From an optimization exercise on the open Yosys and OpenROAD flow, aimed at small area, a short achievable clock period and few clock cycles; shortcuts taken in it are not production practice. In this exercise RTL edits were held to simulation tests only and were not proved equivalent to the original.

==> 04-06: inputs <==
Design morse_keyer, start of the top module:
module morse_keyer (
    input  wire        clk,
    input  wire        rst,           
    input  wire        cmd_valid,
    input  wire [7:0]  cmd_data,
    output wire        cmd_ready,
    output reg         rsp_valid,
    output reg  [7:0]  rsp_code,
    output reg  [31:0] rsp_value,
    output wire        tx_out,
    output wire        ind_out,
    output wire        transmit,
    output wire        busy,
    output wire [3:0]  key_state
);
==> flow/config.mk <==
export PLATFORM = sky130hd
export DESIGN_NAME = morse_keyer
export DESIGN_NICKNAME = morse_keyer
export VERILOG_FILES = /design/flow/design.v
export SDC_FILE = /design/flow/constraint.sdc
export NUM_CORES = 4
export LEC_CHECK = 0
export CAP_MARGIN = 20
export CORE_MARGIN = 2
export CORE_UTILIZATION = 60
export CTS_CLUSTER_DIAMETER = 100
export CTS_CLUSTER_SIZE = 22
export SLEW_MARGIN = 20
==> flow/constraint.sdc <==
create_clock -name core_clock -period 15.0 [get_ports {clk}]
set_input_delay 3.0000 -clock core_clock [delete_from_list [all_inputs] [get_ports {clk}]]
set_output_delay 3.0000 -clock core_clock [all_outputs]
set_load 0.01 [all_outputs]
standard.sh (not shown) runs the stock make flow with config.mk's settings and CLKGATE_MAP_FILE= SYNTH_SCRIPT=/design/flow/synth_recipe.tcl, a recipe that flattens the netlist after the stock synthesis.
==> flow/flow/run.sh <==
#!/bin/bash
# Layout flow: the standard ORFS flow (standard.sh) with two changes.
#  - The timing repair is asked to leave extra setup slack, so that the
#    layout's paths are repaired well below the design's clock period.
#    The constraints (clock period, I/O delays, loads) are the design's own.
#  - After placement, each register that drives an output port's buffer is
#    moved next to that buffer and the placement is legalized again
#    (flow/move_out_regs.tcl), before clock tree synthesis and routing.
# Each step writes its full output to a log file of its own here.
set -euo pipefail
MARGIN=${SETUP_MARGIN_NS:-11.0}
RES=orfs/results/sky130hd/morse_keyer/base
bash standard.sh SETUP_SLACK_MARGIN=$MARGIN place > orfs_place.log 2>&1
ODB_IN=$RES/3_place.odb ODB_OUT=$RES/3_place.odb \
    openroad -no_init -exit flow/move_out_regs.tcl > move_out_regs.log 2>&1
bash standard.sh SETUP_SLACK_MARGIN=$MARGIN finish > orfs_finish.log 2>&1
==> flow/flow/move_out_regs.tcl <==
# Move each register that drives an output port's buffer next to that
# buffer, then legalize. Reads and rewrites the given odb.
read_db $::env(ODB_IN)
set block [ord::get_db_block]
set moved 0
foreach bterm [$block getBTerms] {
  if {[$bterm getIoType] ne "OUTPUT"} { continue }
  set net [$bterm getNet]
  if {$net eq "NULL"} { continue }
  set buf ""
  foreach it [$net getITerms] { if {[$it isOutputSignal]} { set buf [$it getInst] } }
  if {$buf eq ""} { continue }
  set innet ""
  foreach it [$buf getITerms] { if {[$it isInputSignal]} { set innet [$it getNet] } }
  if {$innet eq "" || $innet eq "NULL"} { continue }
  set drv ""
  foreach it [$innet getITerms] { if {[$it isOutputSignal]} { set drv [$it getInst] } }
  if {$drv eq ""} { continue }
  set m [[$drv getMaster] getName]
  if {![string match "*df*" $m]} { continue }
  set loc [$buf getLocation]
  $drv setLocation [lindex $loc 0] [lindex $loc 1]
  incr moved
}
puts "moved $moved registers"
detailed_placement
check_placement
write_db $::env(ODB_OUT)
==> inputs of 08-26, as changes to 04-06 <==
==> flow/run.sh (new file) <==
#!/bin/bash
# synth_recipe.tcl (not shown) runs the flow's synth.tcl, then flattens the netlist and writes it again
# the make line also repeats each setting of config.mk as NAME=value (left out here)
make -C /OpenROAD-flow-scripts/flow DESIGN_CONFIG=/design/flow/config.mk WORK_HOME=/design/flow/orfs CLKGATE_MAP_FILE= SYNTH_SCRIPT=/design/flow/synth_recipe.tcl finish
removed: flow/flow/run.sh
removed: flow/flow/move_out_regs.tcl
removed: flow/standard.sh
==> flow_results.xml <==
<?xml version="1.0" encoding="UTF-8"?>
<metrics>
  <group name="power_and_ir_drop">
    <metric name="power_switching" unit="W">0.00213</metric>
    <metric name="sw_frac_of_total" unit="%">24.3</metric>
    <metric name="clock_net_power" unit="W">0.00276</metric>
  </group>
  <group name="sta">
    <metric name="final_worst_path_cycle_share" unit="%">27.8</metric>
  </group>
  <group name="worst_setup_path">
    <metric name="critical-path-max-stage-delay" unit="ns">0.36</metric>
    <metric name="timing_worst_setup_path_type" unit="">flop to output pin</metric>
    <metric name="critical-path-top-delay-family" unit="">flip-flops</metric>
    <metric name="critical_path.startpoint" unit="">tx_out_q</metric>
    <metric name="worst_setup_path_endpoint" unit="">tx_out</metric>
  </group>
  <group name="cells_and_area">
    <metric name="syn2layout_area_growth" unit="%">10.0</metric>
    <metric name="area_of_the_multi_input_gates" unit="sq um">18000</metric>
    <metric name="nonClkBufAreaFrac" unit="%">2.49</metric>
    <metric name="drive_gt1_share" unit="%">9.90</metric>
    <metric name="multi_input_area_share" unit="%">28.2</metric>
  </group>
  <group name="status">
    <metric name="run_status" unit="">no timing/DRC/antenna violations</metric>
  </group>
  <group name="clocking">
    <metric name="clock_insertion_delay_worst_skew" unit="ns">0.73</metric>
  </group>
  <group name="place">
    <metric name="dp_slack" unit="ns">9.70</metric>
  </group>
</metrics>
That was 04-06.
==> flow_results.xml <==
<?xml version="1.0" encoding="UTF-8"?>
<metrics>
  <group name="cells_and_area">
    <metric name="drive_gt1_share" unit="%">4.90</metric>
    <metric name="multi_input_area_share" unit="%">27.8</metric>
    <metric name="nonClkBufAreaFrac" unit="%">1.47</metric>
    <metric name="largest_register_ff_count" unit="">1530</metric>
    <metric name="area_of_the_multi_input_gates" unit="sq um">17400</metric>
    <metric name="fin_nets" unit="">5185</metric>
  </group>
  <group name="worst_setup_path">
    <metric name="critical_path.startpoint" unit="">b0_q[4]</metric>
    <metric name="worst_setup_path_endpoint" unit="">chars_q[5]</metric>
    <metric name="critical-path-max-stage-delay" unit="ns">0.96</metric>
    <metric name="critical-path-top-delay-family" unit="">simple AND/OR/NAND/NOR gates</metric>
    <metric name="timing_worst_setup_path_type" unit="">flop to flop</metric>
  </group>
  <group name="sta">
    <metric name="final_worst_path_cycle_share" unit="%">35.8</metric>
  </group>
  <group name="power_and_ir_drop">
    <metric name="sw_frac_of_total" unit="%">24.1</metric>
    <metric name="clock_net_power" unit="W">0.00273</metric>
  </group>
  <group name="status">
    <metric name="run_status" unit="">no timing/DRC/antenna violations</metric>
  </group>
  <group name="place">
    <metric name="dp_slack" unit="ns">9.77</metric>
  </group>
  <group name="clocking">
    <metric name="clock_insertion_delay_worst_skew" unit="ns">0.72</metric>
    <metric name="numClockSinks" unit="">1908</metric>
  </group>
</metrics>
That was 08-26.
Testbench counts of 04-06, summed over its fixed seeds: cycles 144,014.
Testbench counts of 08-26, summed over its fixed seeds: cycles 144,014.

-- afterwards: timing with drivers on the ports --
The flow's constraints put no driver on any port. The routed layouts listed below were extracted and timed again, unchanged, in two steps. Step 1: set_driving_cell puts a clkbuf_16 on clk and a buf_2 on each other input, an assumption about the parent block. Step 2 moves the port delays by t, midway between the first and last clock arrival at a register: inputs arrive t later, outputs are due t later. That takes back most of the time a late clock gives input paths. a / b / c = ideal / step 1 / step 2; a / b = the first two.
run | shift t [ns] | setup WS [ns] | latest minus earliest clock arrival (ns) | worst slew at a driven data input, ns | pins driven straight from the clock port
04-06 | 0.782 | 10.835 / 10.759 / 10.508 | 0.051 / 0.050 | 0.03 | 1
08-26 | 0.769 | 9.630 / 9.630 / 9.630 | 0.058 / 0.058 | 0.04 | 1
After both steps setup and hold are still met in every run listed. For 04-06, which loses most, drivers alone change the setup slack by -0.076 ns; drivers and shift together by -0.327 ns.
